Background: an optimization exercise with open tools, aiming at small area. Do not read the settings as production practice. At most, simulation tests tie the RTL to the original design; equivalence was not proved. No functional check of the RTL was part of run 1. No driver is modelled on the clock port, so clocking that relies on it looks cheaper here than on a real chip. No activity file was given, so power comes from the tool's default toggle rates.

$ cat config.mk
export PLATFORM = sky130hd
export DESIGN_NAME = me221_fe
export DESIGN_NICKNAME = me221_fe
export VERILOG_FILES = /design/flow/design.v
export SDC_FILE = /design/flow/constraint.sdc
export NUM_CORES = 4
export LEC_CHECK = 0
export ABC_AREA = 1
export CAP_MARGIN = 20
export CORE_MARGIN = 2
export CORE_UTILIZATION = 55
export GPL_TIMING_DRIVEN = 0
export SLEW_MARGIN = 20
$ cat constraint.sdc
create_clock -name core_clock -period 8.0 [get_ports {clk}]
set_input_delay 1.6000 -clock core_clock [delete_from_list [all_inputs] [get_ports {clk}]]
set_output_delay 1.6000 -clock core_clock [all_outputs]
set_load 0.01 [all_outputs]
$ cat design.v
module me221_ckstep (
    input  wire [7:0] a,
    input  wire [7:0] b,
    input  wire [7:0] x,
    output wire [7:0] a_next,
    output wire [7:0] b_next
);
    me221_add255 u_a (.p(a), .q(x),      .r(a_next));
    me221_add255 u_b (.p(b), .q(a_next), .r(b_next));
endmodule
module me221_add255 (
    input  wire [7:0] p,
    input  wire [7:0] q,
    output wire [7:0] r
);
    wire [7:0] t = p ^ q;
    wire [7:0] g = p & q;
    wire glo = g[3] | (t[3] & g[2]) | (t[3] & t[2] & g[1]) | (t[3] & t[2] & t[1] & g[0]);
    wire plo = &t[3:0];
    wire ghi = g[7] | (t[7] & g[6]) | (t[7] & t[6] & g[5]) | (t[7] & t[6] & t[5] & g[4]);
    wire phi = &t[7:4];
    wire cc  = ghi | (phi & (glo | plo));
    wire [8:0] c;
    assign c[0] = cc;
    assign c[1] = g[0] | (t[0] & c[0]);
    assign c[2] = g[1] | (t[1] & c[1]);
    assign c[3] = g[2] | (t[2] & c[2]);
    assign c[4] = glo | (plo & cc);
    assign c[5] = g[4] | (t[4] & c[4]);
    assign c[6] = g[5] | (t[5] & c[5]);
    assign c[7] = g[6] | (t[6] & c[6]);
    assign c[8] = 1'b0;
    assign r = t ^ c[7:0];
endmodule
module me221_cke (
    input  wire        clk,
    input  wire        clr,      
    input  wire        upd,      
    input  wire [15:0] d,
    output reg  [15:0] ba        
);
    always @(posedge clk)
        ba <= ({16{!(clr || upd)}} & ba) | ({16{upd}} & d);
endmodule
module me221_rx (
    input  wire        clk,
    input  wire        clr,         
    input  wire        push,        
    input  wire [7:0]  x,
    input  wire [15:0] s,           
    output wire [3:0]  phase,
    output reg  [15:0] len,
    output reg  [7:0]  typ,
    output reg  [7:0]  cls,
    output reg  [7:0]  cmd,
    output reg  [15:0] r,
    output reg  [15:0] ba,
    output wire [7:0]  status_lo   
);
    reg [3:0] st;
    wire ovr = st[3] & st[2];
    assign phase = {st[3], st[2] & ~st[3], st[1] | ovr, st[0]};
    wire ph2  = (phase == 4'd2);
    wire ph3  = (phase == 4'd3);
    wire ph4  = (phase == 4'd4);
    wire ph5  = (phase == 4'd5);
    wire ph6  = (phase == 4'd6);
    wire ph7  = (phase == 4'd7);
    wire ph8  = (phase == 4'd8);
    wire ph9  = (phase == 4'd9);
    wire done = (phase == 4'd10);
    wire magerr = (phase == 4'd11);
    wire [16:0] ic;
    wire [15:0] pinc = r ^ ic[15:0];
    assign ic[0] = 1'b1;
    genvar i;
    generate
        for (i = 0; i < 16; i = i + 1) begin : g_inc
            assign ic[i+1] = ic[i] & r[i];
        end
    endgenerate
    wire last = (pinc == len);
    wire len0 = ~|len;
    reg [3:0] pn;
    always @(*) begin
        case (phase)
            4'd0: pn = (x == 8'h4D) ? 4'd1 : 4'd11;
            4'd1: pn = (x == 8'h45) ? 4'd2 : 4'd11;
            4'd6: pn = len0 ? 4'd8 : 4'd7;
            4'd7: pn = last ? 4'd8 : 4'd7;
            default: pn = phase + 4'd1;
        endcase
    end
    wire stop = phase[3] & phase[1];                 
    wire fold = (phase[3:2] == 2'b01);               
    wire l_llo = push && ph2;
    wire l_lhi = push && ph3;
    wire l_typ = push && ph4;
    wire l_cls = push && ph5;
    wire l_cmd = push && ph6;
    wire l_ba  = push && fold;
    wire r_inc = push && ph7;
    wire r_xlo = push && ph8;
    wire r_xhi = push && ph9;
    wire [3:0] st_n = stop ? {2'b11, 1'b0, st[0]} : pn;
    always @(posedge clk) begin
        st        <= ({4{!(clr || push)}} & st)         | ({4{push}} & st_n);
        len[7:0]  <= ({8{!(clr || l_llo)}} & len[7:0])  | ({8{l_llo}} & x);
        len[15:8] <= ({8{!(clr || l_lhi)}} & len[15:8]) | ({8{l_lhi}} & x);
        typ       <= ({8{!(clr || l_typ)}} & typ)       | ({8{l_typ}} & x);
        cls       <= ({8{!(clr || l_cls)}} & cls)       | ({8{l_cls}} & x);
        cmd       <= ({8{!(clr || l_cmd)}} & cmd)       | ({8{l_cmd}} & x);
        ba        <= ({16{!(clr || l_ba)}} & ba)        | ({16{l_ba}} & s);
        r[7:0]    <= ({8{!(clr || r_inc || r_xlo)}} & r[7:0])  |
                     ({8{r_inc}} & pinc[7:0])  | ({8{r_xlo}} & x);
        r[15:8]   <= ({8{!(clr || r_inc || r_xhi)}} & r[15:8]) |
                     ({8{r_inc}} & pinc[15:8]) | ({8{r_xhi}} & x);
    end
    wire typerr = (typ != 8'h00) && (typ != 8'h0F);
    wire clserr = (cls[7:4] != 4'h0) || (cls[3] && (cls[2:0] != 3'd0));
    wire cmd_in = ph7 | ph8 | ph9 | done;
    wire known  = ((cls == 8'h00) && (cmd == 8'h01 || cmd == 8'h02 || cmd == 8'h03)) ||
                  ((cls == 8'h04) && (cmd == 8'h00 || cmd == 8'h01));
    wire cmdunk = cmd_in && !known;
    wire ckerr  = done && (r != ba);
    wire err    = magerr | typerr | clserr | ckerr;
    assign status_lo = {err, ovr, ckerr, cmdunk, clserr, typerr, magerr, done};
endmodule
module me221_tx (
    input  wire        clk,
    input  wire        clr,         
    input  wire        set,         
    input  wire [3:0]  set_sel,
    input  wire        go,          
    input  wire        step,        
    input  wire [7:0]  x,
    input  wire [15:0] s,
    output reg  [3:0]  phase,
    output reg  [15:0] len,
    output reg  [7:0]  typ,
    output reg  [7:0]  cls,
    output reg  [7:0]  cmd,
    output reg  [15:0] ba,
    output reg  [15:0] pcnt,
    output wire        busy,
    output wire        codeok
);
    wire [16:0] ic;
    wire [15:0] pinc = pcnt ^ ic[15:0];
    assign ic[0] = 1'b1;
    genvar i;
    generate
        for (i = 0; i < 16; i = i + 1) begin : g_inc
            assign ic[i+1] = ic[i] & pcnt[i];
        end
    endgenerate
    wire last = (pinc == len);
    wire len0 = ~|len;
    assign busy   = ~phase[3] | (~phase[2] & ~phase[1]);
    assign codeok = ((typ == 8'h00) || (typ == 8'h0F)) &&
                    (cls[7:4] == 4'h0) && (!cls[3] || (cls[2:0] == 3'd0));
    wire fold = (phase[3:2] == 2'b01);    
    wire ph7  = (phase == 4'd7);
    reg [3:0] pn;
    always @(*) begin
        case (phase)
            4'd6: pn = len0 ? 4'd8 : 4'd7;
            4'd7: pn = last ? 4'd8 : 4'd7;
            default: pn = phase + 4'd1;
        endcase
    end
    wire zero  = clr | go;
    wire l_llo = set && set_sel == 4'd1;
    wire l_lhi = set && set_sel == 4'd9;
    wire l_typ = set && set_sel == 4'd2;
    wire l_cls = set && set_sel == 4'd3;
    wire l_cmd = set && set_sel == 4'd4;
    wire l_ba  = step && fold;
    wire p_inc = step && ph7;
    always @(posedge clk) begin
        phase     <= ({4{!(zero || step)}} & phase) | ({4{step}} & pn) | {clr, clr, 2'b00};
        len[7:0]  <= ({8{!(clr || l_llo)}} & len[7:0])  | ({8{l_llo}} & x);
        len[15:8] <= ({8{!(clr || l_lhi)}} & len[15:8]) | ({8{l_lhi}} & x);
        typ       <= ({8{!(clr || l_typ)}} & typ)       | ({8{l_typ}} & x);
        cls       <= ({8{!(clr || l_cls)}} & cls)       | ({8{l_cls}} & x);
        cmd       <= ({8{!(clr || l_cmd)}} & cmd)       | ({8{l_cmd}} & x);
        ba        <= ({16{!(zero || l_ba)}} & ba)       | ({16{l_ba}} & s);
        pcnt      <= ({16{!(zero || p_inc)}} & pcnt)    | ({16{p_inc}} & pinc);
    end
endmodule
module me221_fe (
    input  wire        clk,
    input  wire        rst,          
    input  wire        cmd_valid,
    input  wire [15:0] cmd,
    output reg         resp_valid,
    output reg  [17:0] resp          
);
    localparam [3:0] OP_NOP = 4'h0, OP_CK_CLR = 4'h1, OP_CK_UPD = 4'h2,
                     OP_CK_RD = 4'h3, OP_RX_RST = 4'h4, OP_RX_PUSH = 4'h5,
                     OP_RX_RD = 4'h6, OP_TX_SET = 4'h7, OP_TX_GO = 4'h8,
                     OP_TX_STEP = 4'h9, OP_TX_RD = 4'hA, OP_TX_RST = 4'hB;
    localparam [4:0] S_ZERO = 5'd0,  S_CKE = 5'd1,
                     S_RXPUSH = 5'd2, S_TXSTEP = 5'd3, S_RXRLO = 5'd4,
                     S_ILLEGAL = 5'd5, S_REFUSED = 5'd6, S_TXPAY = 5'd7,
                     S_RXST = 5'd8,  S_RXLEN = 5'd9,  S_RXTYP = 5'd10,
                     S_RXCLS = 5'd11, S_RXCMD = 5'd12, S_RXR = 5'd13,
                     S_RXBA = 5'd14,
                     S_TXST = 5'd16, S_TXLEN = 5'd17, S_TXTYP = 5'd18,
                     S_TXCLS = 5'd19, S_TXCMD = 5'd20, S_TXBA = 5'd21,
                     S_TXPCNT = 5'd22;
    wire [3:0] op   = cmd[15:12];
    wire [3:0] sel  = cmd[11:8];
    wire [7:0] data = cmd[7:0];
    wire sel_zero  = (sel == 4'h0);
    wire data_zero = (data == 8'h00);
    reg legal;
    always @(*) begin
        case (op)
            OP_NOP, OP_CK_CLR, OP_CK_RD, OP_RX_RST, OP_TX_GO, OP_TX_RST:
                legal = sel_zero && data_zero;
            OP_CK_UPD, OP_RX_PUSH, OP_TX_STEP:
                legal = sel_zero;
            OP_RX_RD:  legal = !sel[3] && data_zero;
            OP_TX_RD:  legal = !sel[3] && (sel[2:0] != 3'd7) && data_zero;
            OP_TX_SET: legal = (sel == 4'd1) || (sel == 4'd2) || (sel == 4'd3) ||
                               (sel == 4'd4) || (sel == 4'd9);
            default:   legal = 1'b0;
        endcase
    end
    wire do_cmd = cmd_valid && legal && !rst;
    wire [15:0] ck_ba;
    wire [3:0]  rx_phase;
    wire [15:0] rx_len, rx_r, rx_ba;
    wire [7:0]  rx_typ, rx_cls, rx_cmd, rx_st;
    wire [3:0]  tx_phase;
    wire [15:0] tx_len, tx_pcnt, tx_ba;
    wire [7:0]  tx_typ, tx_cls, tx_cmd;
    wire        tx_busy, tx_codeok;
    wire refused = (op == OP_TX_SET  && tx_busy) ||
                   (op == OP_TX_GO   && (tx_busy || !tx_codeok)) ||
                   (op == OP_TX_STEP && !tx_busy);
    wire ok = do_cmd && !refused;
    wire [7:0] tx_fold_byte = (tx_phase[1:0] == 2'd0) ? tx_typ :
                              (tx_phase[1:0] == 2'd1) ? tx_cls :
                              (tx_phase[1:0] == 2'd2) ? tx_cmd : data;
    wire [15:0] st_ba = op[3] ? tx_ba : op[2] ? rx_ba : ck_ba;
    wire [7:0]  st_x  = op[3] ? tx_fold_byte : data;
    wire [7:0] sa, sb;
    me221_ckstep u_step (.a(st_ba[7:0]), .b(st_ba[15:8]), .x(st_x),
                         .a_next(sa), .b_next(sb));
    wire [15:0] s = {sb, sa};
    wire ck_clr = ok && op == OP_CK_CLR;
    wire ck_upd = ok && op == OP_CK_UPD;
    me221_cke u_cke (.clk(clk), .clr(rst || ck_clr), .upd(ck_upd), .d(s), .ba(ck_ba));
    me221_rx u_rx (
        .clk(clk), .clr(rst || (ok && op == OP_RX_RST)),
        .push(ok && op == OP_RX_PUSH), .x(data), .s(s),
        .phase(rx_phase), .len(rx_len), .typ(rx_typ), .cls(rx_cls),
        .cmd(rx_cmd), .r(rx_r), .ba(rx_ba),
        .status_lo(rx_st)
    );
    me221_tx u_tx (
        .clk(clk), .clr(rst || (ok && op == OP_TX_RST)),
        .set(ok && op == OP_TX_SET), .set_sel(sel),
        .go(ok && op == OP_TX_GO), .step(ok && op == OP_TX_STEP),
        .x(data), .s(s),
        .phase(tx_phase), .len(tx_len), .typ(tx_typ), .cls(tx_cls),
        .cmd(tx_cmd), .ba(tx_ba), .pcnt(tx_pcnt),
        .busy(tx_busy), .codeok(tx_codeok)
    );
    reg [4:0] src_n;
    always @(*) begin
        if (!legal)       src_n = S_ILLEGAL;
        else if (refused) src_n = S_REFUSED;
        else begin
            case (op)
                OP_CK_UPD, OP_CK_RD: src_n = S_CKE;
                OP_RX_PUSH:          src_n = S_RXPUSH;
                OP_RX_RD: begin
                    case (sel[2:0])
                        3'd5: src_n = (rx_phase[3] & rx_phase[1]) ? S_RXR :    
                                      (rx_phase == 4'd9) ? S_RXRLO : S_ZERO;
                        3'd7: src_n = rx_phase[3] ? S_RXLEN : S_RXR;          
                        default: src_n = {2'b01, sel[2:0]};
                    endcase
                end
                OP_TX_STEP:          src_n = (tx_phase == 4'd7) ? S_TXPAY : S_TXSTEP;
                OP_TX_RD:            src_n = {2'b10, sel[2:0]};
                default:             src_n = S_ZERO;
            endcase
        end
    end
    reg [4:0] src;
    reg [7:0] x;
    wire [3:0] q = x[3:0];
    always @(posedge clk) begin
        resp_valid <= cmd_valid && !rst;
        src <= src_n;
        x[7:4] <= data[7:4];
        x[3:0] <= (src_n == S_TXPAY) ? data[3:0] : op[3] ? tx_phase : rx_phase;
    end
    wire c_ck    = (src == S_CKE);
    wire c_rxst  = (src == S_RXST);
    wire c_rxpsh = (src == S_RXPUSH);
    wire c_rxlen = (src == S_RXLEN);
    wire c_rxtyp = (src == S_RXTYP);
    wire c_rxcls = (src == S_RXCLS);
    wire c_rxcmd = (src == S_RXCMD);
    wire c_rxr   = (src == S_RXR);
    wire c_rxrlo = (src == S_RXRLO);
    wire c_rxba  = (src == S_RXBA);
    wire c_txst  = (src == S_TXST);
    wire c_txlen = (src == S_TXLEN);
    wire c_txtyp = (src == S_TXTYP);
    wire c_txcls = (src == S_TXCLS);
    wire c_txcmd = (src == S_TXCMD);
    wire c_txba  = (src == S_TXBA);
    wire c_txpc  = (src == S_TXPCNT);
    wire c_step  = (src == S_TXSTEP);
    wire t_m0  = c_step && q == 4'd0;
    wire t_m1  = c_step && q == 4'd1;
    wire t_llo = c_step && q == 4'd2;
    wire t_lhi = c_step && q == 4'd3;
    wire t_typ = c_step && q == 4'd4;
    wire t_cls = c_step && q == 4'd5;
    wire t_cmd = c_step && q == 4'd6;
    wire t_x   = (src == S_TXPAY);
    wire t_a   = c_step && q == 4'd8;
    wire t_b   = c_step && q[3] && q[0];
    wire tx_done = (tx_phase == 4'd10);
    wire [7:0] m_const = {1'b0, t_m0 | t_m1, 1'b0, 1'b0, t_m0, t_m0 | t_m1, 1'b0, t_m0 | t_m1};
    wire [7:0] lo =
        ({8{c_ck}}              & ck_ba[7:0])  |
        ({8{c_rxst | c_rxpsh}}  & rx_st)       |
        ({8{c_rxlen}}           & rx_len[7:0]) |
        ({8{c_rxtyp}}           & rx_typ)      |
        ({8{c_rxcls}}           & rx_cls)      |
        ({8{c_rxcmd}}           & rx_cmd)      |
        ({8{c_rxr | c_rxrlo}}   & rx_r[7:0])   |
        ({8{c_rxba}}            & rx_ba[7:0])  |
        ({8{c_txst}}            & {5'd0, tx_codeok, tx_busy, tx_done}) |
        ({8{c_txlen | t_llo}}   & tx_len[7:0]) |
        ({8{c_txtyp | t_typ}}   & tx_typ)      |
        ({8{c_txcls | t_cls}}   & tx_cls)      |
        ({8{c_txcmd | t_cmd}}   & tx_cmd)      |
        ({8{c_txba | t_a}}      & tx_ba[7:0])  |
        ({8{c_txpc}}            & tx_pcnt[7:0])|
        ({8{t_lhi}}             & tx_len[15:8])|
        ({8{t_x}}               & x)           |
        ({8{t_b}}               & tx_ba[15:8]) |
        m_const;
    wire [7:0] hi =
        ({8{c_ck}}              & ck_ba[15:8])  |
        ({8{c_rxst | c_rxpsh}}  & {4'h0, rx_phase}) |
        ({8{c_rxpsh}}           & {q, 4'h0})    |
        ({8{c_rxlen}}           & rx_len[15:8]) |
        ({8{c_rxr}}             & rx_r[15:8])   |
        ({8{c_rxba}}            & rx_ba[15:8])  |
        ({8{c_txst}}            & {4'h0, tx_phase}) |
        ({8{c_txlen}}           & tx_len[15:8]) |
        ({8{c_txba}}            & tx_ba[15:8])  |
        ({8{c_txpc}}            & tx_pcnt[15:8])|
        ({8{c_step}}            & {4'h0, q}) |
        ({8{t_x}}               & 8'h07);
    always @(*) resp = {src == S_REFUSED, src == S_ILLEGAL, hi, lo};
endmodule
$ cat flow/run.sh
#!/bin/bash
# Own layout flow: the standard ORFS flow (standard.sh), except for
#  - synthesis: the same script (synth_recipe.tcl), but ABC maps with the
#    area-oriented script flow/abc_area.script instead of ORFS's;
#  - clock tree: the clock_tree_synthesis options in flow/cts.args
#    (smaller buffers, no dummy loads);
#  - port buffers: buf_1 cells.
# Each tool's output goes to the ORFS logs under orfs/logs and to flow.log.
set -euo pipefail
here=$(pwd)
cat > my_synth.tcl <<EOF
proc abc {args} {
  set i [lsearch -exact \$args -script]
  if {\$i >= 0} { lset args [expr {\$i + 1}] $here/flow/abc_area.script }
  yosys abc {*}\$args
}
source $here/synth_recipe.tcl
EOF
CTS="$(tr '\n' ' ' < flow/cts.args)"
BUFP="-buffer_cell sky130_fd_sc_hd__buf_1"
sed -e "s#SYNTH_SCRIPT=[^ ]*#SYNTH_SCRIPT=$here/my_synth.tcl#" \
    -e "s#\"\${@:-finish}\"#CTS_ARGS=\"$CTS\" BUFFER_PORTS_ARGS=\"$BUFP\" \"\${@:-finish}\"#" \
    standard.sh > my_standard.sh
bash my_standard.sh > flow.log 2>&1
$ cat flow/abc_area.script
strash
ifraig
scorr
dc2
strash
&get -n
&deepsyn -T 60
&dch -f
&nf -R 1000 -E 100 -p
&put
$ cat flow/cts.args
-sink_clustering_enable -repair_clock_nets -dont_use_dummy_load -buf_list sky130_fd_sc_hd__clkbuf_8 -sink_clustering_size 24 -sink_clustering_max_diameter 100
$ cat standard.sh
#!/bin/bash
# synth_recipe.tcl (not shown) runs the flow's synth.tcl, then flattens the netlist and writes it again
# the make line also repeats each setting of config.mk as NAME=value (left out here)
make -C /OpenROAD-flow-scripts/flow DESIGN_CONFIG=/design/flow/config.mk WORK_HOME=/design/flow/orfs CLKGATE_MAP_FILE= SYNTH_SCRIPT=/design/flow/synth_recipe.tcl "${@:-finish}"
==> impl_table.tex, run 1 <==
\begin{tabular}{lr}
\hline
Metric & Value \\
\hline
\multicolumn{2}{l}{\textbf{Run status}} \\
Run status & finished clean \\
\multicolumn{2}{l}{\textbf{Yosys}} \\
Cells taking the most area after synthesis & dfxtp\_1 38\%, a22o\_1 11\%, ha\_1 6.7\% \\
Number of flops mapped to enable cells by yosys & 0 \\
Summed instance area of the synthesized netlist & 9707 µm² \\
Post-synthesis sequential area ratio & 37.54\% \\
Synth warn & 4 \\
Largest area contributor in the netlist & dfxtp\_1 \\
Synthesized flop and latch total & between 150 and 200 \\
Number of standard cells after synthesis & 1083 \\
Commonest register cell after synthesis & dfxtp\_1 \\
Post-synth top area share & 37.54\% \\
Net count of the mapped netlist & $\sim$1.2k \\
Ys async rst share & 0\% \\
Avg Cell Area, Syn & 8.963 µm² \\
Unique cell type count in the Yosys netlist & 54 \\
\multicolumn{2}{l}{\textbf{Floorplan}} \\
Placeable core region & 17300 µm² \\
Die outline height & 136.9 µm \\
Die area & 18730 µm² \\
Initial core utilization & 56.12\% \\
Standard-cell row count & 48 \\
Ports & 38 \\
Chip Width & 136.9 µm \\
\multicolumn{2}{l}{\textbf{Global route}} \\
Initial antenna violation count & 0 \\
Wire length of the first global-routing pass & 58180 µm \\
GRT overflow & 0 \\
Pin count of the biggest net entering global routing & 22 \\
Via count of the first global-routing pass & around 9.3k \\
Global router's overall resource usage & 42.54\% \\
\multicolumn{2}{l}{\textbf{Finish}} \\
Antenna diode instance count & 0 \\
Layout overhead on the synthesized area & 11.52\% \\
Final net count & 1241 \\
Seq. cell area & about 3600 µm² \\
Final core area utilization & between 60\% and 70\% \\
Fillers & 1580 \\
Ratio of cells with drive above 1 in the final layout & roughly 7.7\% \\
Footprint of the multi-input gates & 6005 µm² \\
Final std cells w/o fill & 1381 \\
Post-layout instance area & 10830 µm² \\
\multicolumn{2}{l}{\textbf{Pwr}} \\
Cell area power density & 146.4 nW/µm² \\
Reported leakage power & 4.156 nW \\
Power Total & 1.585 mW \\
Worst ir drop on vdd & 0.1163 mV \\
\multicolumn{2}{l}{\textbf{Place}} \\
Area after detailed placement & 10260 µm² \\
RD Place Congestion & 0.9931 \\
IO buf count & 37 \\
Final HPWL from detailed placement & 28860 µm \\
Cell total after placement & 1351 \\
\multicolumn{2}{l}{\textbf{STA}} \\
Maximum operating frequency & 0.1283 GHz \\
Hold Violations, Final & 0 \\
Worst setup skew after layout & 27.77 ps \\
Worst hold slack & between 400 and 500 ps \\
Final setup vio count & 0 \\
Fraction of the cycle the final worst path needs & 97.40\% \\
Total count of max-transition violations in the final report & 0 \\
Worst-margin pin slew & roughly 1200 ps \\
Min Tclk post-route & $\sim$7800 ps \\
Remaining max-slew budget at the tightest pin & 17.43\% \\
\multicolumn{2}{l}{\textbf{CTS}} \\
Clock slew at the register clock pins of the worst setup and hold paths & 80 ps \\
Cts-stage hold buffer count & 0 \\
Clock Sinks & 182 \\
CTS tree & done \\
Later-pin clock latency in the skew report & 470 ps \\
Clock buffer count from CTS & 17 \\
\multicolumn{2}{l}{\textbf{Worst setup path}} \\
Critical Path Source Type & input pin \\
Data required time of the worst path & approximately 8400 ps \\
Type of destination of the critical path & register \\
Critical setup path kind & in2reg \\
Critical Path Most Common Cell & a21oi\_2 \\
CP max stage delay & 460 ps \\
Slowest cell on the critical path & fa\_2 \\
Crit Path Max Fanout & 11 \\
Worst EP arrival & 8170 ps \\
\multicolumn{2}{l}{\textbf{Detailed routing}} \\
Total vias in the final route & around 10k \\
Pre-antenna DRT Iters & 19 \\
Initial DRC Count & 1534 \\
Via-to-Cell Ratio & between 7 and 8 \\
Drc violations & 0 \\
Post-detailed-routing wire length & between 30000 and 40000 µm \\
Antenna viol nets, final & 0 \\
Routed wire length per instance & 28.37 µm \\
\multicolumn{2}{l}{\textbf{Job}} \\
Maximum capacitance violations & 0 \\
\multicolumn{2}{l}{\textbf{Min path}} \\
Tightest Hold Check Type & reg2reg \\
\hline
\end{tabular}
[power breakdown]
group / switching (mW) / total [mW] / leakage [nW] / internal, mW
registers: 0.00655 / 0.915 / 1.47 / 0.909
clock network: 0.298 / 0.486 / 0.122 / 0.188
logic: 0.122 / 0.183 / 2.57 / 0.0612
total: 0.427 / 1.59 / 4.16 / 1.16
[synth_stat cells (10+ instances only)]
cell type and instances:
ha_1 52, fa_1 12, o21ai_0 75, nand4_1 26
nand2_1 118, nor2b_1 10, nand3_1 19, xor2_1 14
a22o_1 121, xnor2_1 11, a222oi_1 31, a21oi_1 37
nor3_1 15, dfxtp_1 182, o22ai_1 22, and3_1 16
nor4_1 16, nor2_1 52, a221oi_1 28, a22oi_1 39
clkinv_1 79, nand2b_1 19
[state kept, by name, summed over array words and instances, names as in the netlist]
| name | cells |
|---|---|
| u_tx.ba | 16 |
| u_tx.cls | 8 |
| u_rx.st | 4 |
| u_tx.len | 16 |
| u_rx.r | 16 |
| src | 5 |
| u_cke.ba | 16 |
| u_rx.typ | 8 |
| u_rx.len | 16 |
| u_tx.cmd | 8 |
| u_tx.pcnt | 16 |
| u_tx.typ | 8 |
| resp_valid | 1 |
| u_rx.cls | 8 |
| u_tx.phase | 4 |
| u_rx.cmd | 8 |
| u_rx.ba | 16 |
| x | 8 |
[critical path: cells and delay by family]
family,cells,cell delay (ps)
AO/OA/AOI/OAI,11,1930
AND/OR/NAND/NOR,11,1030
adder cells (fa/ha/maj),8,2740
buffers and inverters,8,860
[layout make-up]
cell class              count  area share [%]
multi-input cells         822           55.47
well taps                 225           2.601
repair buffers             56           3.363
inverters                  79           2.751
flip-flops and latches    182           33.66
clock buffers              17           2.161
[routing by layer]
layer	part of all wire, %	GRT usage (%)
met1	38	55.51
met5	0	0
met2	43	64.25
met3	12	11.78
met4	6.7	21.94
[path summary, 6_finish.rpt]
| kind | startpoint | to | slack (ps) | cells past startpoint |
|---|---|---|---|---|
| max | cmd[15] | u_tx.ba[10] | 210 | 38 |
| min reg2reg | u_cke.ba[13] | u_cke.ba[13] | 490 | 2 |
| max reg2reg | u_tx.phase[0] | u_tx.ba[10] | 600 | 38 |
| min | u_cke.ba[13] | u_cke.ba[13] | 490 | 2 |
[layout by cell type (no fill, tap or decap), types with 18 or more instances in the layout]
| cell type | netlist | layout |
|---|---|---|
| dfxtp_1 | 182 | 182 |
| nand3_1 | 19 | 18 |
| o21ai_0 | 75 | 69 |
| clkinv_1 | 79 | 74 |
| ha_1 | 52 | 48 |
| nand4_1 | 26 | 26 |
| nand2b_1 | 19 | 18 |
| a221oi_1 | 28 | 28 |
| a21oi_1 | 37 | 30 |
| a22o_1 | 121 | 121 |
| a22oi_1 | 39 | 39 |
| o22ai_1 | 22 | 21 |
| a222oi_1 | 31 | 31 |
| nand2_1 | 118 | 118 |
| buf_1 | 0 | 30 |
| nor2_1 | 52 | 44 |
[cell families (layout without fill, tap and decap cells)]
family          Yosys count  in the layout  share of synthesized area [%]
compound gates          407            407                          31.30
xor+xnor                 25             25                          2.256
fa+ha+maj                64             64                          9.178
buf+inv                  79            152                          3.055
flops                   182            182                          37.54
mux                       1              1                         0.1160
simple gates            325            325                          16.56
[repair_timing]
| action | 4_1_cts | 5_1_grt |
|---|---|---|
| gates resized for setup | 26 | 24 |
| pin swaps | 9 | 18 |
| endpoints found under the hold margin | 0 | 0 |
| gates cloned | 2 | 0 |
| endpoints found under the setup margin | 24 | 18 |
| buffers inserted | 4 | 7 |
[metrics by stage]
| stage | setup WS [ps] | TNS (ps) |
|---|---|---|
| floorplan | 56.24 | 0 |
| global placement | -2400 | -52460 |
| detailed placement | -1461 | -26880 |
| CTS | 12.41 | 0 |
| global route | -97.12 | -724.5 |
| finish | 207.9 | 0 |
==> inputs of run 2 (changes only) <==
--- a/design.v
+++ b/design.v
@@ -6,6 +6,8 @@
     output wire [7:0] b_next
 );
-    me221_add255 u_a (.p(a), .q(x),      .r(a_next));
-    me221_add255 u_b (.p(b), .q(a_next), .r(b_next));
+    wire [7:0] cs = a ^ b ^ x;
+    wire [7:0] cc = (a & b) | (a & x) | (b & x);
+    me221_add255 u_a (.p(a),  .q(x),              .r(a_next));
+    me221_add255 u_b (.p(cs), .q({cc[6:0], cc[7]}), .r(b_next));
 endmodule
 module me221_add255 (
==> run 2 against run 1 <==
Compared with the run above: non-clock buffer count down 14; clock skew up 18 ps; global-route usage down 2.9 points; clock power down 2%; clock-buffer cell count unchanged; sequential cell count unchanged; critical path depth down 16; final area down 1.6%; cell count shrank 0.22%; core utilization fell by 2.7 points; synthesized cell count grew 0.65%; critical path type unchanged; critical endpoint is now u_tx.ba[7].
==> impl_table.tex, run 2 <==
\begin{tabular}{lr}
\hline
Metric & Value \\
\hline
\multicolumn{2}{l}{\textbf{Worst setup path}} \\
Critical Path Source Type & input pin (unchanged) \\
Data required time of the worst path & 8340 ps (was 8380 ps) \\
Critical setup path kind & in2reg (unchanged) \\
Worst EP arrival & 7460 ps (was 8170 ps) \\
Register-to-register path setup slack & 1660 ps (was 600 ps) \\
Crit Path Max Fanout & 39 (was 11) \\
Type of destination of the critical path & register (unchanged) \\
\multicolumn{2}{l}{\textbf{Pwr}} \\
Worst ir drop on vdd & 0.1212 mV (was 0.1163 mV) \\
Cell area power density & 147.9 nW/µm² (was 146.4 nW/µm²) \\
Reported leakage power & 4.092 nW (was 4.156 nW) \\
Power Total & 1.575 mW (was 1.585 mW) \\
\multicolumn{2}{l}{\textbf{Global route}} \\
GRT overflow & 0 (unchanged) \\
Met3 Usage GRT & 8.729\% (was 11.78\%) \\
Wire length of the first global-routing pass & 57410 µm (was 58180 µm) \\
Met2 routing resource usage after global routing & 59.20\% (was 64.25\%) \\
Global router's overall resource usage & 39.61\% (was 42.54\%) \\
Global routing met1 resource utilization & 54.12\% (was 55.51\%) \\
Initial antenna violation count & 0 (unchanged) \\
GR peak layer & met2 (unchanged) \\
Via count of the first global-routing pass & 9161 (was 9302) \\
Pin count of the biggest net entering global routing & 40 (was 22) \\
\multicolumn{2}{l}{\textbf{STA}} \\
Worst setup skew after layout & 46.18 ps (was 27.77 ps) \\
Worst hold slack & 482.3 ps (was 494.3 ps) \\
Maximum operating frequency & 0.1403 GHz (was 0.1283 GHz) \\
Final setup vio count & 0 (unchanged) \\
Hold Violations, Final & 0 (unchanged) \\
Fin Setup TNS & 0 ps (unchanged) \\
Fraction of the cycle the final worst path needs & 89.10\% (was 97.40\%) \\
Setup repair after global routing missed its margin & false \\
Smallest setup slack after layout & 872.0 ps (was 207.9 ps) \\
Remaining max-slew budget at the tightest pin & 19.48\% (was 17.43\%) \\
Min Tclk post-route & 7128 ps (was 7792 ps) \\
Worst-margin pin slew & 1208 ps (was 1238 ps) \\
Total count of max-transition violations in the final report & 0 (unchanged) \\
\multicolumn{2}{l}{\textbf{Yosys}} \\
Number of flops mapped to enable cells by yosys & 0 (unchanged) \\
Number of standard cells after synthesis & 1090 (was 1083) \\
Share of the synthesized area in compound gates (AO/OA/AOI/OAI) & 30.19\% (was 31.30\%) \\
Adder and majority gate portion of the synthesized area & 10.63\% (was 9.178\%) \\
Combinational family with the most area after synthesis & compound AO/OA/AOI/OAI gates (unchanged) \\
Xor and xnor fraction of the mapped netlist area & 2.215\% (was 2.256\%) \\
Unique cell type count in the Yosys netlist & 55 (was 54) \\
Commonest register cell after synthesis & dfxtp\_1 (unchanged) \\
Cells taking the most area after synthesis & dfxtp\_1 37\%, a22o\_1 11\%, ha\_1 6.6\% (was dfxtp\_1 38\%, a22o\_1 11\%, ha\_1 6.7\%) \\
Post-synthesis sequential area ratio & 36.86\% (was 37.54\%) \\
Largest area contributor in the netlist & dfxtp\_1 (unchanged) \\
Synth warn & 4 (unchanged) \\
Ys async rst share & 0\% (unchanged) \\
Share of cell area taken by muxes after synthesis & 0.2152\% (was 0.1160\%) \\
Post-synth top area share & 36.86\% (was 37.54\%) \\
Net count of the mapped netlist & 1181 (was 1166) \\
Synthesized flop and latch total & 182 (unchanged) \\
Summed instance area of the synthesized netlist & 9886 µm² (was 9707 µm²) \\
Commonest cells post-synth & 182 x dfxtp\_1, 129 x a22o\_1, 109 x nand2\_1 (was 182 x dfxtp\_1, 121 x a22o\_1, 118 x nand2\_1) \\
Post-Synth Simple-Gate Area & 16.63\% (was 16.56\%) \\
Avg Cell Area, Syn & 9.069 µm² (was 8.963 µm²) \\
Cell with the most instances after synthesis & dfxtp\_1 (unchanged) \\
\multicolumn{2}{l}{\textbf{CTS}} \\
CTS tree & done (unchanged) \\
PostCTS Resize Cnt & 0 (was 26) \\
Number of setup buffers added after CTS & 0 (was 4) \\
Cts-stage hold buffer count & 0 (unchanged) \\
Clock buffer count from CTS & 17 (unchanged) \\
Clock slew at the register clock pins of the worst setup and hold paths & 80 ps (about the same) \\
Clock Sinks & 182 (unchanged) \\
Later-pin clock latency in the skew report & 490 ps (was 470 ps) \\
\multicolumn{2}{l}{\textbf{Finish}} \\
Antenna diode instance count & 0 (unchanged) \\
Final net count & 1242 (was 1241) \\
Commonest non-fill, non-tap cells in the layout & 182 x dfxtp\_1, 129 x a22o\_1, 109 x nand2\_1 (was 182 x dfxtp\_1, 121 x a22o\_1, 118 x nand2\_1) \\
Final std cells w/o fill & 1378 (was 1381) \\
Post-layout instance area & 10650 µm² (was 10830 µm²) \\
Most common cell after layout, fill and taps aside & dfxtp\_1 (unchanged) \\
Ratio of cells with drive above 1 in the final layout & 3.307\% (was 7.699\%) \\
Layout overhead on the synthesized area & 7.733\% (was 11.52\%) \\
Final core area utilization & 59.90\% (was 62.59\%) \\
Fillers & 1653 (was 1580) \\
\multicolumn{2}{l}{\textbf{Detailed routing}} \\
Post-detailed-routing wire length & 38270 µm (was 39180 µm) \\
Via-to-Cell Ratio & 7.193 (was 7.379) \\
Total vias in the final route & 9912 (was 10.19k) \\
Drc violations & 0 (unchanged) \\
Pre-antenna DRT Iters & 9 (was 19) \\
Initial DRC Count & 1461 (was 1534) \\
Antenna viol nets, final & 0 (unchanged) \\
Routed wire length per instance & 27.77 µm (was 28.37 µm) \\
\multicolumn{2}{l}{\textbf{Floorplan}} \\
Placeable core region & 17780 µm² (was 17300 µm²) \\
Die area & 19060 µm² (was 18730 µm²) \\
Standard-cell row count & 49 (was 48) \\
Die outline height & 138.1 µm (was 136.9 µm) \\
Chip Width & 138.1 µm (was 136.9 µm) \\
Ports & 38 (unchanged) \\
Initial core utilization & 55.60\% (was 56.12\%) \\
\multicolumn{2}{l}{\textbf{Place}} \\
Area after detailed placement & 10370 µm² (was 10260 µm²) \\
Final HPWL from detailed placement & 28750 µm (was 28860 µm) \\
RD Place Congestion & 0.9914 (was 0.9931) \\
IO buf count & 37 (unchanged) \\
Minimum setup slack after placement & 491.3 ps (was -1461 ps) \\
Cell total after placement & 1359 (was 1351) \\
\multicolumn{2}{l}{\textbf{Min path}} \\
Tightest Hold Check Type & reg2reg (unchanged) \\
\multicolumn{2}{l}{\textbf{Job}} \\
Maximum capacitance violations & 0 (unchanged) \\
\multicolumn{2}{l}{\textbf{Run status}} \\
Run status & finished clean (unchanged) \\
\hline
\end{tabular}
[run 2: cell types whose count changed after synthesis, moves of 6 or more]
| cell | previous run | this run |
|---|---|---|
| nor2_1 | 52 | 70 |
| a22o_1 | 121 | 129 |
| a222oi_1 | 31 | 37 |
| nor3_1 | 15 | 21 |
| fa_1 | 12 | 20 |
| o21ai_0 | 75 | 58 |
| a22oi_1 | 39 | 24 |
| nand2_1 | 118 | 109 |
| clkinv_1 | 79 | 86 |
| o221ai_1 | 7 | 15 |
[run 2: final timing paths]
path | startpoint | to | depth (start not counted)
max | cmd[15] | u_tx.ba[7] | 22
min reg2reg | u_rx.st[1] | u_rx.st[1] | 2
max reg2reg | u_tx.phase[0] | u_tx.ba[7] | 23
min | u_rx.st[1] | u_rx.st[1] | 2
[run 2: power breakdown]
part | internal [mW] | switching [mW]
sequential | 0.908 | 0.00339
clock | 0.188 | 0.288
combinational | 0.0603 | 0.128
total | 1.16 | 0.419
[run 2: final cells by class]
cell class,instances,area [µm²],area share (%)
Tap cell,229,286.5,2.690
Timing Repair Buffer,42,197.7,1.856
Inverter,86,322.8,3.031
Multi-Input combinational cell,822,5966,56.02
Sequential cell,182,3643,34.21
Clock buffer,17,234.0,2.197
[run 2: cells by family after synthesis]
group | count (synthesis)
mux | 2
simple gates | 338
compound gates | 385
fa+ha+maj | 72
flops | 182
xor+xnor | 25
buf+inv | 86
[run 2: per-layer routing]
metal / vias to the layer above / share of wire, % / routed length [µm]
li1: 4371 / - / -
met1: 4685 / 40 / 15220
met2: 710 / 43 / 16460
met3: 146 / 12 / 4488
met4: 0 / 5.5 / 2093
met5: - / 0 / 0
[run 2: worst max-delay path, stage by stage]
cell and delay, ps:
buf_2 590, nor2b_1 280, nand2_1 90, nor2_1 330, nor3_1 220, a211oi_1 710, ha_1 400, nand2_1 80
nor2_1 40, a211oi_1 250, nand2_1 90, a21oi_1 160, nor2b_1 60, o21ai_0 140, nand2b_1 70, a21oi_1 280
o21ai_0 180, fa_1 490, fa_1 460, fa_1 450, xnor2_1 330, o21ai_0 150
==> inputs of run 3 (changes only) <==
==> flow/abc_area.script (replaced) <==
strash
ifraig
scorr
dc2
strash
&get -n
&deepsyn -T 60
&dch -f
&nf -R 1000 -E 100 -p
&put
strash
&get -n
&dch -f
&nf -R 1000 -E 100 -p
&put
--- a/config.mk
+++ b/config.mk
@@ -7,7 +7,7 @@
 export LEC_CHECK = 0
 export ABC_AREA = 1
-export CAP_MARGIN = 20
+export CAP_MARGIN = 5
 export CORE_MARGIN = 2
 export CORE_UTILIZATION = 55
 export GPL_TIMING_DRIVEN = 0
-export SLEW_MARGIN = 20
+export SLEW_MARGIN = 5
==> run 3 against run 2 <==
Compared with the run above: the layout now fails its checks (capacitance limit, slew limit); worst setup slack got worse by 400 ps; critical endpoint unchanged; worst hold slack better by 1.2 ps; clock skew fell by 9.8 ps; register-to-register slack worse by 220 ps.
==> impl_table.tex, run 3 <==
\begin{tabular}{lr}
\hline
Metric & Value \\
\hline
\multicolumn{2}{l}{\textbf{Run status}} \\
Run status & complete, but fails checks (was finished clean) \\
Layout Check Fail Reasons & capacitance limit, slew limit \\
\multicolumn{2}{l}{\textbf{Yosys}} \\
Synth warn & 4 (unchanged) \\
Commonest cells post-synth & 182 x dfxtp\_1, 118 x a22o\_1, 116 x nand2\_1 (was 182 x dfxtp\_1, 129 x a22o\_1, 109 x nand2\_1) \\
Unique cell type count in the Yosys netlist & 53 (was 55) \\
Net count of the mapped netlist & 1178 (was 1181) \\
Largest area contributor in the netlist & dfxtp\_1 (unchanged) \\
Summed instance area of the synthesized netlist & 9872 µm² (was 9886 µm²) \\
Number of standard cells after synthesis & 1087 (was 1090) \\
Cell with the most instances after synthesis & dfxtp\_1 (unchanged) \\
Synthesized flop and latch total & 182 (unchanged) \\
Number of flops mapped to enable cells by yosys & 0 (unchanged) \\
Post-synthesis sequential area ratio & 36.91\% (was 36.86\%) \\
Post-synth top area share & 36.91\% (was 36.86\%) \\
Commonest register cell after synthesis & dfxtp\_1 (unchanged) \\
Cells taking the most area after synthesis & dfxtp\_1 37\%, a22o\_1 10\%, ha\_1 6.6\% (was dfxtp\_1 37\%, a22o\_1 11\%, ha\_1 6.6\%) \\
Ys async rst share & 0\% (unchanged) \\
Avg Cell Area, Syn & 9.082 µm² (was 9.069 µm²) \\
\multicolumn{2}{l}{\textbf{Global route}} \\
Wire length of the first global-routing pass & 58510 µm (was 57410 µm) \\
Via count of the first global-routing pass & 9045 (was 9161) \\
Pin count of the biggest net entering global routing & 43 (was 40) \\
Initial antenna violation count & 0 (unchanged) \\
GRT overflow & 0 (unchanged) \\
Global router's overall resource usage & 42.59\% (was 39.61\%) \\
\multicolumn{2}{l}{\textbf{Detailed routing}} \\
Pre-antenna DRT Iters & 10 (was 9) \\
Drc violations & 0 (unchanged) \\
Total vias in the final route & 10.02k (was 9912) \\
Antenna viol nets, final & 0 (unchanged) \\
Initial DRC Count & 1687 (was 1461) \\
Post-detailed-routing wire length & 39430 µm (was 38270 µm) \\
Via-to-Cell Ratio & 7.327 (was 7.193) \\
Routed wire length per instance & 28.82 µm (was 27.77 µm) \\
\multicolumn{2}{l}{\textbf{Finish}} \\
Layout overhead on the synthesized area & 7.009\% (was 7.733\%) \\
Commonest non-fill, non-tap cells in the layout & 182 x dfxtp\_1, 118 x a22o\_1, 116 x nand2\_1 (was 182 x dfxtp\_1, 129 x a22o\_1, 109 x nand2\_1) \\
Final std cells w/o fill & 1368 (was 1378) \\
Most common cell after layout, fill and taps aside & dfxtp\_1 (unchanged) \\
Antenna diode instance count & 0 (unchanged) \\
Final net count & 1236 (was 1242) \\
Ratio of cells with drive above 1 in the final layout & 2.187\% (was 3.307\%) \\
Seq. cell area & 3643 µm² (unchanged) \\
Fillers & 1588 (was 1653) \\
Final core area utilization & 60.65\% (was 59.90\%) \\
Footprint of the multi-input gates & 5932 µm² (was 5966 µm²) \\
\multicolumn{2}{l}{\textbf{Floorplan}} \\
Ports & 38 (unchanged) \\
Chip Width & 138.0 µm (was 138.1 µm) \\
Initial core utilization & 56.68\% (was 55.60\%) \\
Die area & 19040 µm² (was 19060 µm²) \\
Standard-cell row count & 48 (was 49) \\
Die outline height & 138.0 µm (was 138.1 µm) \\
Placeable core region & 17420 µm² (was 17780 µm²) \\
\multicolumn{2}{l}{\textbf{Pwr}} \\
Switching power share of the total & 27.35\% (was 26.61\%) \\
Cell area power density & 150.7 nW/µm² (was 147.9 nW/µm²) \\
Logic pwr share & 12.5\% (was 12.0\%) \\
Clock Power Share & 30.3\% (was 30.2\%) \\
Worst ir drop on vdd & 0.1544 mV (was 0.1212 mV) \\
Cell-internal power & 1.157 mW (was 1.156 mW) \\
Reported leakage power & 4.105 nW (was 4.092 nW) \\
Net switching power figure & 0.4354 mW (was 0.4192 mW) \\
Flop pwr share & 57.2\% (was 57.9\%) \\
\multicolumn{2}{l}{\textbf{Worst setup path}} \\
Crit Path Max Fanout & 15 (was 39) \\
CP max stage delay & 1040 ps (was 710 ps) \\
Crit-path cells & buf\_1 -> clkinv\_1 -> a211oi\_1 -> ha\_1 -> nand2\_1 -> nor2\_1 -> a211oi\_1 -> nand2\_1 -> a21oi\_1 -> nor2b\_1 -> o21ai\_0 -> nand2b\_1 -> a21oi\_1 -> o21ai\_0 -> fa\_1 -> fa\_1 -> fa\_1 -> xnor2\_1 -> o21ai\_0 (was buf\_2 -> nor2b\_1 -> nand2\_1 -> nor2\_1 -> nor3\_1 -> a211oi\_1 -> ha\_1 -> nand2\_1 -> nor2\_1 -> a211oi\_1 -> nand2\_1 -> a21oi\_1 -> nor2b\_1 -> o21ai\_0 -> nand2b\_1 -> a21oi\_1 -> o21ai\_0 -> fa\_1 -> fa\_1 -> fa\_1 -> xnor2\_1 -> o21ai\_0) \\
Top cell family by delay on the critical path & compound AO/OA/AOI/OAI gates (unchanged) \\
Data required time of the worst path & 8310 ps (was 8340 ps) \\
Worst Path Buf+Inv & 2 (was 1) \\
Slowest cell on the critical path & buf\_1 (was a211oi\_1) \\
Critical Path Source Type & input pin (unchanged) \\
Worst EP arrival & 7830 ps (was 7460 ps) \\
Critical setup path kind & in2reg (unchanged) \\
Type of destination of the critical path & register (unchanged) \\
\multicolumn{2}{l}{\textbf{STA}} \\
Maximum operating frequency & 0.1328 GHz (was 0.1403 GHz) \\
Worst setup skew after layout & 36.42 ps (was 46.18 ps) \\
Final setup vio count & 0 (unchanged) \\
Setup repair after global routing missed its margin & false (unchanged) \\
Total count of max-transition violations in the final report & 16 (was 0) \\
Fraction of the cycle the final worst path needs & 94.11\% (was 89.10\%) \\
Hold Violations, Final & 0 (unchanged) \\
Min Tclk post-route & 7529 ps (was 7128 ps) \\
Fin Setup TNS & 0 ps (unchanged) \\
Remaining max-slew budget at the tightest pin & -0.2501\% (was 19.48\%) \\
Worst-margin pin slew & 1504 ps (was 1208 ps) \\
\multicolumn{2}{l}{\textbf{Place}} \\
Final HPWL from detailed placement & 29480 µm (was 28750 µm) \\
RD Place Congestion & 1.029 (was 0.9914) \\
Cell total after placement & 1351 (was 1359) \\
IO buf count & 37 (unchanged) \\
\multicolumn{2}{l}{\textbf{CTS}} \\
Cts-stage hold buffer count & 0 (unchanged) \\
Later-pin clock latency in the skew report & 480 ps (was 490 ps) \\
PostCTS Resize Cnt & 0 (unchanged) \\
CTS tree & done (unchanged) \\
Number of setup buffers added after CTS & 0 (unchanged) \\
Clock slew at the register clock pins of the worst setup and hold paths & 70 ps (was 80 ps) \\
Clock Sinks & 182 (unchanged) \\
Clock buffer count from CTS & 17 (unchanged) \\
\multicolumn{2}{l}{\textbf{Job}} \\
Maximum capacitance violations & 1 (was 0) \\
\multicolumn{2}{l}{\textbf{Min path}} \\
Tightest Hold Check Type & reg2reg (unchanged) \\
\hline
\end{tabular}
## run 3: layout make-up
cell class | instances | share of cell area, %
Multi-Input combinational cell | 822 | 56.15
Sequential cell | 182 | 34.49
Inverter | 83 | 2.949
Tap cell | 225 | 2.665
Clock buffer | 17 | 2.215
Timing Repair Buffer | 39 | 1.528
## run 3: metal layers
layer / wire [µm] / up-vias / GRT usage (%)
li1: - / 4370 / -
met1: 15880 / 4784 / 58.80
met2: 16380 / 724 / 61.44
met3: 4887 / 146 / 10.12
met4: 2287 / 0 / 22.56
met5: 0 / - / 0
## run 3: path summary, 6_finish.rpt
path,start,end,slack [ps],cells past startpoint
setup reg to reg,u_tx.phase[0],u_tx.ba[7],1440,23
setup / recovery,cmd[3],u_tx.ba[7],470,19
hold reg to reg,u_rx.st[1],u_rx.st[1],480,2
hold / removal,u_rx.st[1],u_rx.st[1],480,2
## run 3: cells by family (layout without fill, tap and decap cells)
logic type / Yosys count / in the layout / share of synthesized area (%)
AO/OA/AOI/OAI: 378 / 378 / 29.75
XOR/XNOR: 27 / 27 / 2.395
adder cells (fa/ha/maj): 72 / 72 / 10.65
buffers and inverters: 83 / 139 / 3.156
flip-flops: 182 / 182 / 36.91
multiplexers: 3 / 3 / 0.3169
AND/OR/NAND/NOR: 342 / 342 / 16.83
## run 3: per-stage QoR
step	power (mW)	hold WS, ps	worst slack (ps)	instance area (µm²)
after floorplan	1.045	438.8	2015	9872
after global placement	1.121	470.8	-402.7	10290
after detailed placement	1.125	476.4	294.1	10330
after CTS	1.588	486.8	735.3	10560
after global routing	1.643	511.9	154.9	10560
final	1.592	483.5	471.0	10560
## run 3: tightest hold or removal path: cells and delay by family, from the launching register on
kind | cells | cell delay, ps
AND/OR/NAND/NOR | 2 | 110
flip-flops | 1 | 330
## run 3: power by group through the flow
stage / clock (mW) / sequential (mW) / combinational, mW
finish: 0.482 / 0.911 / 0.199
global placement: 0 / 0.932 / 0.189
floorplan: 0 / 0.931 / 0.114
CTS: 0.483 / 0.911 / 0.194
detailed placement: 0 / 0.932 / 0.193
global route: 0.515 / 0.911 / 0.216
==> inputs of run 4 (changes only) <==
--- a/design.v
+++ b/design.v
@@ -244,9 +244,10 @@
                    (op == OP_TX_STEP && !tx_busy);
     wire ok = do_cmd && !refused;
-    wire [7:0] tx_fold_byte = (tx_phase[1:0] == 2'd0) ? tx_typ :
-                              (tx_phase[1:0] == 2'd1) ? tx_cls :
-                              (tx_phase[1:0] == 2'd2) ? tx_cmd : data;
+    wire t0 = op[3] && tx_phase[1:0] == 2'd0;
+    wire t1 = op[3] && tx_phase[1:0] == 2'd1;
+    wire t2 = op[3] && tx_phase[1:0] == 2'd2;
     wire [15:0] st_ba = op[3] ? tx_ba : op[2] ? rx_ba : ck_ba;
-    wire [7:0]  st_x  = op[3] ? tx_fold_byte : data;
+    wire [7:0]  st_x  = ({8{t0}} & tx_typ) | ({8{t1}} & tx_cls) | ({8{t2}} & tx_cmd) |
+                        ({8{!(t0 || t1 || t2)}} & data);
     wire [7:0] sa, sb;
     me221_ckstep u_step (.a(st_ba[7:0]), .b(st_ba[15:8]), .x(st_x),
==> flow/abc_area.script (replaced) <==
strash
ifraig
scorr
dc2
strash
&get -n
&dch -f
&nf -R 1000 -E 100 -p
&put
strash
&get -n
&dch -f
&nf -R 1000 -E 100 -p
&put
--- a/config.mk
+++ b/config.mk
@@ -7,7 +7,7 @@
 export LEC_CHECK = 0
 export ABC_AREA = 1
-export CAP_MARGIN = 5
+export CAP_MARGIN = 20
 export CORE_MARGIN = 2
 export CORE_UTILIZATION = 55
 export GPL_TIMING_DRIVEN = 0
-export SLEW_MARGIN = 5
+export SLEW_MARGIN = 20
==> run 4 against run 3 <==
Compared with the run above: now clean on timing, DRC and antenna; sequential cell count did not move; worst setup slack improved by 410 ps; clock power rose by 1%; critical path depth is 7 higher; final area fell by 0.18%; largest cell class unchanged; highest routed layer unchanged.
==> impl_table.tex, run 4 <==
\begin{tabular}{lr}
\hline
Metric & Value \\
\hline
\multicolumn{2}{l}{\textbf{Run status}} \\
Run status & finished clean (was complete, but fails checks) \\
\multicolumn{2}{l}{\textbf{STA}} \\
Maximum operating frequency & 0.1404 GHz (was 0.1328 GHz) \\
Worst hold slack & 509.0 ps (was 483.5 ps) \\
Remaining max-slew budget at the tightest pin & 29.00\% (was -0.2501\%) \\
Setup repair after global routing missed its margin & false (unchanged) \\
Fraction of the cycle the final worst path needs & 89.01\% (was 94.11\%) \\
Hold Violations, Final & 0 (unchanged) \\
Min Tclk post-route & 7121 ps (was 7529 ps) \\
Worst-margin pin slew & 1062 ps (was 1504 ps) \\
Total count of max-transition violations in the final report & 0 (was 16) \\
Final setup vio count & 0 (unchanged) \\
Worst setup skew after layout & 34.76 ps (was 36.42 ps) \\
\multicolumn{2}{l}{\textbf{Floorplan}} \\
Die outline height & 137.4 µm (was 138.0 µm) \\
Standard-cell row count & 48 (unchanged) \\
Initial core utilization & 56.37\% (was 56.68\%) \\
Die area & 18870 µm² (was 19040 µm²) \\
Chip Width & 137.4 µm (was 138.0 µm) \\
Placeable core region & 17360 µm² (was 17420 µm²) \\
Ports & 38 (unchanged) \\
\multicolumn{2}{l}{\textbf{Global route}} \\
Global router's overall resource usage & 39.98\% (was 42.59\%) \\
Initial antenna violation count & 0 (unchanged) \\
Pin count of the biggest net entering global routing & 31 (was 43) \\
Wire length of the first global-routing pass & 54540 µm (was 58510 µm) \\
Via count of the first global-routing pass & 8697 (was 9045) \\
GRT overflow & 0 (unchanged) \\
\multicolumn{2}{l}{\textbf{Min path}} \\
Hold Path Origin & u\_cke.ba[14] (was u\_rx.st[1]) \\
Number of instances on the worst hold path & 2 (unchanged) \\
Hold Path Sink & u\_cke.ba[14] (was u\_rx.st[1]) \\
Tightest Hold Check Type & reg2reg (unchanged) \\
\multicolumn{2}{l}{\textbf{Place}} \\
IO buf count & 37 (unchanged) \\
Final HPWL from detailed placement & 27630 µm (was 29480 µm) \\
Cell total after placement & 1308 (was 1351) \\
RD Place Congestion & 1.035 (was 1.029) \\
\multicolumn{2}{l}{\textbf{Pwr}} \\
Clock Power Share & 32.5\% (was 30.3\%) \\
Net switching power figure & 0.3795 mW (was 0.4354 mW) \\
Switching power share of the total & 25.31\% (was 27.35\%) \\
Cell area power density & 142.2 nW/µm² (was 150.7 nW/µm²) \\
Power Total & 1.500 mW (was 1.592 mW) \\
Flop pwr share & 61.0\% (was 57.2\%) \\
Cell-internal power & 1.120 mW (was 1.157 mW) \\
Logic pwr share & 6.5\% (was 12.5\%) \\
Worst ir drop on vdd & 0.1046 mV (was 0.1544 mV) \\
Reported leakage power & 4.229 nW (was 4.105 nW) \\
\multicolumn{2}{l}{\textbf{Yosys}} \\
Synthesized flop and latch total & 182 (unchanged) \\
Number of flops mapped to enable cells by yosys & 0 (unchanged) \\
Synth warn & 4 (unchanged) \\
Unique cell type count in the Yosys netlist & 54 (was 53) \\
Post-synth top area share & 37.24\% (was 36.91\%) \\
Ys async rst share & 0\% (unchanged) \\
Avg Cell Area, Syn & 9.389 µm² (was 9.082 µm²) \\
Cell with the most instances after synthesis & dfxtp\_1 (unchanged) \\
Commonest register cell after synthesis & dfxtp\_1 (unchanged) \\
Post-synthesis sequential area ratio & 37.24\% (was 36.91\%) \\
Cells taking the most area after synthesis & dfxtp\_1 37\%, a22o\_1 12\%, a222oi\_1 6.8\% (was dfxtp\_1 37\%, a22o\_1 10\%, ha\_1 6.6\%) \\
Number of standard cells after synthesis & 1042 (was 1087) \\
Largest area contributor in the netlist & dfxtp\_1 (unchanged) \\
Net count of the mapped netlist & 1133 (was 1178) \\
Commonest cells post-synth & 182 x dfxtp\_1, 130 x a22o\_1, 118 x nand2\_1 (was 182 x dfxtp\_1, 118 x a22o\_1, 116 x nand2\_1) \\
Summed instance area of the synthesized netlist & 9783 µm² (was 9872 µm²) \\
\multicolumn{2}{l}{\textbf{Worst setup path}} \\
Critical setup path kind & in2reg (unchanged) \\
Crit Path Max Fanout & 30 (was 15) \\
Worst EP arrival & 7520 ps (was 7830 ps) \\
Slowest cell on the critical path & nor3\_1 (was buf\_1) \\
CP max stage delay & 750 ps (was 1040 ps) \\
Data required time of the worst path & 8400 ps (was 8310 ps) \\
Origin of the critical flop-to-flop path & u\_tx.phase[0] (unchanged) \\
Register-to-register path setup slack & 1220 ps (was 1440 ps) \\
Type of destination of the critical path & register (unchanged) \\
Critical Path Source Type & input pin (unchanged) \\
Logic depth of the worst register-to-register path & 27 (was 23) \\
Worst r2r dst & u\_tx.ba[14] (was u\_tx.ba[7]) \\
\multicolumn{2}{l}{\textbf{CTS}} \\
Clock Sinks & 182 (unchanged) \\
Clock slew at the register clock pins of the worst setup and hold paths & 80 ps (was 70 ps) \\
Clock buffer count from CTS & 17 (unchanged) \\
PostCTS Resize Cnt & 0 (unchanged) \\
Later-pin clock latency in the skew report & 490 ps (was 480 ps) \\
Number of setup buffers added after CTS & 0 (unchanged) \\
CTS tree & done (unchanged) \\
Cts-stage hold buffer count & 0 (unchanged) \\
\multicolumn{2}{l}{\textbf{Detailed routing}} \\
Routed wire length per instance & 28.04 µm (was 28.82 µm) \\
Drc violations & 0 (unchanged) \\
Pre-antenna DRT Iters & 12 (was 10) \\
Antenna viol nets, final & 0 (unchanged) \\
Post-detailed-routing wire length & 37210 µm (was 39430 µm) \\
Initial DRC Count & 1956 (was 1687) \\
Total vias in the final route & 9622 (was 10.02k) \\
Via-to-Cell Ratio & 7.251 (was 7.327) \\
\multicolumn{2}{l}{\textbf{Finish}} \\
Final net count & 1194 (was 1236) \\
Ratio of cells with drive above 1 in the final layout & 3.815\% (was 2.187\%) \\
Fillers & 1586 (was 1588) \\
Layout overhead on the synthesized area & 7.789\% (was 7.009\%) \\
Most common cell after layout, fill and taps aside & dfxtp\_1 (unchanged) \\
Final std cells w/o fill & 1327 (was 1368) \\
Commonest non-fill, non-tap cells in the layout & 182 x dfxtp\_1, 130 x a22o\_1, 118 x nand2\_1 (was 182 x dfxtp\_1, 118 x a22o\_1, 116 x nand2\_1) \\
\multicolumn{2}{l}{\textbf{Job}} \\
Maximum capacitance violations & 0 (was 1) \\
\hline
\end{tabular}
## run 4: cells by family after synthesis
kind of cell	after synthesis	share of synthesized area, %
buf+inv	63	2.417
xor+xnor	53	4.745
simple gates	319	15.45
mux	6	0.6522
fa+ha+maj	72	10.74
flops	182	37.24
compound gates	347	28.75
## run 4: worst max path at each step
stage / start / to / cells after the start
finish: cmd[15] / u_tx.ba[14] / 26
global route: cmd[15] / u_tx.ba[14] / 26
CTS: cmd[15] / u_tx.ba[14] / 26
detailed placement: cmd[15] / u_tx.ba[14] / 26
global placement: cmd[15] / u_cke.ba[14] / 23
floorplan: cmd[15] / u_cke.ba[14] / 25
## run 4: critical path: cells and delay by family
family / cells / cell delay (ps)
AOI/OAI and AO/OA: 7 / 1370
and+or+nand+nor: 9 / 1900
adders and majority gates: 5 / 1920
buffers and inverters: 5 / 700
## run 4: layout make-up
class	count	area (µm²)	area share, %
Clock buffer	17	234.0	2.219
Multi-Input combinational cell	797	5944	56.37
Tap cell	225	281.5	2.670
Timing Repair Buffer	42	202.7	1.922
Antenna cell	1	2.502	0.02373
Sequential cell	182	3643	34.55
Inverter	63	236.5	2.243
## run 4: power groups by stage
| stage | Combinational [mW] | Sequential, mW | Clock [mW] |
|---|---|---|---|
| after floorplan | 0.0460 | 0.933 | 0 |
| after global placement | 0.0899 | 0.935 | 0 |
| after detailed placement | 0.0938 | 0.936 | 0 |
| after CTS | 0.0941 | 0.914 | 0.485 |
| after global routing | 0.103 | 0.915 | 0.514 |
| final | 0.0971 | 0.915 | 0.487 |
## run 4: per-stage QoR
stage	TNS, ps	util [%]	instance area [µm²]	setup WS (ps)
4_1_cts	0	60.63	10520	946.1
3_5_place_dp	0	59.28	10290	476.0
6_report	0	60.76	10550	879.0
3_3_place_gp	-514.3	58.79	10200	-113.2
5_1_grt	0	60.74	10540	381.2
2_1_floorplan	0	-	9783	1720
## run 4: per-layer routing
metal / global-route usage (%) / part of all wire [%] / wire length (µm) / vias to the layer above
li1: - / - / - / 4222
met1: 53.84 / 40 / 14780 / 4579
met2: 60.72 / 43 / 16100 / 675
met3: 8.021 / 11 / 4211 / 146
met4: 20.56 / 5.7 / 2111 / 0
met5: 0 / 0 / 0 / -
==> inputs of run 5 (changes only) <==
--- a/config.mk
+++ b/config.mk
@@ -9,5 +9,5 @@
 export CAP_MARGIN = 20
 export CORE_MARGIN = 2
-export CORE_UTILIZATION = 55
+export CORE_UTILIZATION = 60
 export GPL_TIMING_DRIVEN = 0
 export SLEW_MARGIN = 20
==> run 5 against run 4 <==
Compared with the run above: first-iteration DRC count down 14%; still clean; worst hold slack better by 2.8 ps; highest routed layer unchanged; critical path type unchanged; global-route usage up 1.4 points; critical path depth unchanged; clock power down 1%; fmax up 1.8%; combinational power down 2%; largest cell class unchanged; core utilization up 5.4 points; sequential power about the same; worst setup slack better by 130 ps; register-to-register slack better by 90 ps; non-clock buffer count down 2.
==> impl_table.tex, run 5 <==
\begin{tabular}{lr}
\hline
Metric & Value \\
\hline
\multicolumn{2}{l}{\textbf{STA}} \\
Hold Violations, Final & 0 (unchanged) \\
Setup repair after global routing missed its margin & false (unchanged) \\
Fraction of the cycle the final worst path needs & 87.42\% (was 89.01\%) \\
Min Tclk post-route & 6994 ps (was 7121 ps) \\
Total count of max-transition violations in the final report & 0 (unchanged) \\
Worst-margin pin slew & 1125 ps (was 1062 ps) \\
Worst setup skew after layout & 47.27 ps (was 34.76 ps) \\
Final setup vio count & 0 (unchanged) \\
Maximum operating frequency & 0.1430 GHz (was 0.1404 GHz) \\
Remaining max-slew budget at the tightest pin & 24.69\% (was 29.00\%) \\
\multicolumn{2}{l}{\textbf{Yosys}} \\
Unique cell type count in the Yosys netlist & 54 (unchanged) \\
Cells taking the most area after synthesis & dfxtp\_1 37\%, a22o\_1 12\%, a222oi\_1 6.8\% (unchanged) \\
Largest area contributor in the netlist & dfxtp\_1 (unchanged) \\
Synthesized flop and latch total & 182 (unchanged) \\
Number of standard cells after synthesis & 1042 (unchanged) \\
Net count of the mapped netlist & 1133 (unchanged) \\
Synth warn & 4 (unchanged) \\
Summed instance area of the synthesized netlist & 9783 µm² (unchanged) \\
Ys async rst share & 0\% (unchanged) \\
Post-synthesis sequential area ratio & 37.24\% (unchanged) \\
Commonest cells post-synth & 182 x dfxtp\_1, 130 x a22o\_1, 118 x nand2\_1 (unchanged) \\
Post-synth top area share & 37.24\% (unchanged) \\
Number of flops mapped to enable cells by yosys & 0 (unchanged) \\
\multicolumn{2}{l}{\textbf{Run status}} \\
Run status & finished clean (unchanged) \\
\multicolumn{2}{l}{\textbf{Finish}} \\
Ratio of cells with drive above 1 in the final layout & 3.731\% (was 3.815\%) \\
Commonest non-fill, non-tap cells in the layout & 182 x dfxtp\_1, 130 x a22o\_1, 118 x nand2\_1 (unchanged) \\
Most common cell after layout, fill and taps aside & dfxtp\_1 (unchanged) \\
Layout overhead on the synthesized area & 7.443\% (was 7.789\%) \\
Final net count & 1192 (was 1194) \\
Final core area utilization & 66.17\% (was 60.76\%) \\
Antenna diode instance count & 0 (was 1) \\
\multicolumn{2}{l}{\textbf{Pwr}} \\
Cell area power density & 141.8 nW/µm² (was 142.2 nW/µm²) \\
Worst ir drop on vdd & 0.1168 mV (was 0.1046 mV) \\
\multicolumn{2}{l}{\textbf{Global route}} \\
Pin count of the biggest net entering global routing & 31 (unchanged) \\
Global router's overall resource usage & 41.43\% (was 39.98\%) \\
GRT overflow & 0 (unchanged) \\
Initial antenna violation count & 0 (unchanged) \\
Wire length of the first global-routing pass & 54170 µm (was 54540 µm) \\
Via count of the first global-routing pass & 9079 (was 8697) \\
\multicolumn{2}{l}{\textbf{Detailed routing}} \\
Routed wire length per instance & 27.30 µm (was 28.04 µm) \\
Pre-antenna DRT Iters & 10 (was 12) \\
Initial DRC Count & 1680 (was 1956) \\
Antenna viol nets, final & 0 (unchanged) \\
Post-detailed-routing wire length & 35900 µm (was 37210 µm) \\
Via-to-Cell Ratio & 7.333 (was 7.251) \\
Drc violations & 0 (unchanged) \\
\multicolumn{2}{l}{\textbf{Worst setup path}} \\
Type of destination of the critical path & register (unchanged) \\
Critical setup path kind & in2reg (unchanged) \\
Worst Path Buf+Inv & 5 (unchanged) \\
Worst EP arrival & 7380 ps (was 7520 ps) \\
Slowest cell on the critical path & nor3\_1 (unchanged) \\
Data required time of the worst path & 8390 ps (was 8400 ps) \\
Crit Path Max Fanout & 30 (unchanged) \\
CP max stage delay & 770 ps (was 750 ps) \\
Top cell family by delay on the critical path & simple AND/OR/NAND/NOR gates (was adder cells) \\
\multicolumn{2}{l}{\textbf{CTS}} \\
Clock slew at the register clock pins of the worst setup and hold paths & 80 ps (about the same) \\
PostCTS Resize Cnt & 0 (unchanged) \\
CTS tree & done (unchanged) \\
Later-pin clock latency in the skew report & 500 ps (was 490 ps) \\
Clock Sinks & 182 (unchanged) \\
Clock buffer count from CTS & 17 (unchanged) \\
Cts-stage hold buffer count & 0 (unchanged) \\
Number of setup buffers added after CTS & 0 (unchanged) \\
\multicolumn{2}{l}{\textbf{Min path}} \\
Tightest Hold Check Type & reg2reg (unchanged) \\
\multicolumn{2}{l}{\textbf{Floorplan}} \\
Ports & 38 (unchanged) \\
Die outline height & 131.7 µm (was 137.4 µm) \\
Chip Width & 131.7 µm (was 137.4 µm) \\
Initial core utilization & 61.59\% (was 56.37\%) \\
Standard-cell row count & 46 (was 48) \\
\multicolumn{2}{l}{\textbf{Place}} \\
IO buf count & 37 (unchanged) \\
RD Place Congestion & 1.099 (was 1.035) \\
\hline
\end{tabular}
-- run 5: cell counts after synthesis --
Identical to the previous run, type by type.
-- run 5: cells by family after synthesis --
group,after synthesis,share of synthesized area [%]
buffers and inverters,63,2.417
AO/OA/AOI/OAI,347,28.75
multiplexers,6,0.6522
XOR/XNOR,53,4.745
flip-flops,182,37.24
AND/OR/NAND/NOR,319,15.45
adder cells (fa/ha/maj),72,10.74
-- run 5: final cells by class --
type / count / area (µm²) / area share (%)
clock buffers: 17 / 234.0 / 2.226
flip-flops and latches: 182 / 3643 / 34.66
repair buffers: 40 / 180.2 / 1.714
well taps: 216 / 270.3 / 2.571
multi-input cells: 797 / 5947 / 56.58
inverters: 63 / 236.5 / 2.250
-- run 5: power breakdown --
part	switching [mW]	total, mW	internal (mW)	leakage [nW]
clock network	0.293	0.481	0.188	0.122
logic	0.0726	0.0953	0.0226	2.63
registers	0.00634	0.915	0.909	1.47
total	0.372	1.49	1.12	4.22
-- run 5: worst min-delay path: stages, from the launching register on --
cell and delay [ps]:
dfxtp_1 340, nand2_1 60, o21ai_0 70
-- run 5: metal layers --
metal  up-vias  GRT usage [%]  share of wire, %
li1       4215              -                 -
met1      4512          54.10                38
met2       736          62.22                42
met3       180          11.81                14
met4         0          21.92               6.6
met5         -              0                 0
-- run 5: path summary, 6_finish.rpt --
check	startpoint	end	slack [ps]	cells after the start
max	cmd[15]	u_cke.ba[14]	1010	26
min	u_cke.ba[7]	u_cke.ba[7]	510	2
min reg2reg	u_cke.ba[7]	u_cke.ba[7]	510	2
max reg2reg	u_tx.phase[0]	u_cke.ba[14]	1310	27
-- run 5: per-stage QoR --
step           worst slack, ps  std cells  area (µm²)  setup TNS [ps]  power [mW]
2_1_floorplan             1720       1042        9783               0      0.9789
3_3_place_gp            -55.87       1295       10190          -174.7       1.024
3_5_place_dp             598.4       1297       10250               0       1.027
4_1_cts                   1052       1314       10490               0       1.483
5_1_grt                  439.8       1315       10510               0       1.526
6_report                  1006       1315       10510               0       1.491

Check on run 5: ideal ports give 1.006 ns setup slack; a clkbuf_16 on the clock port and buf_2 on the inputs give 1.031 ns; moving port delays by the midpoint clock arrival (0.516 ns) as well gives 0.516 ns.
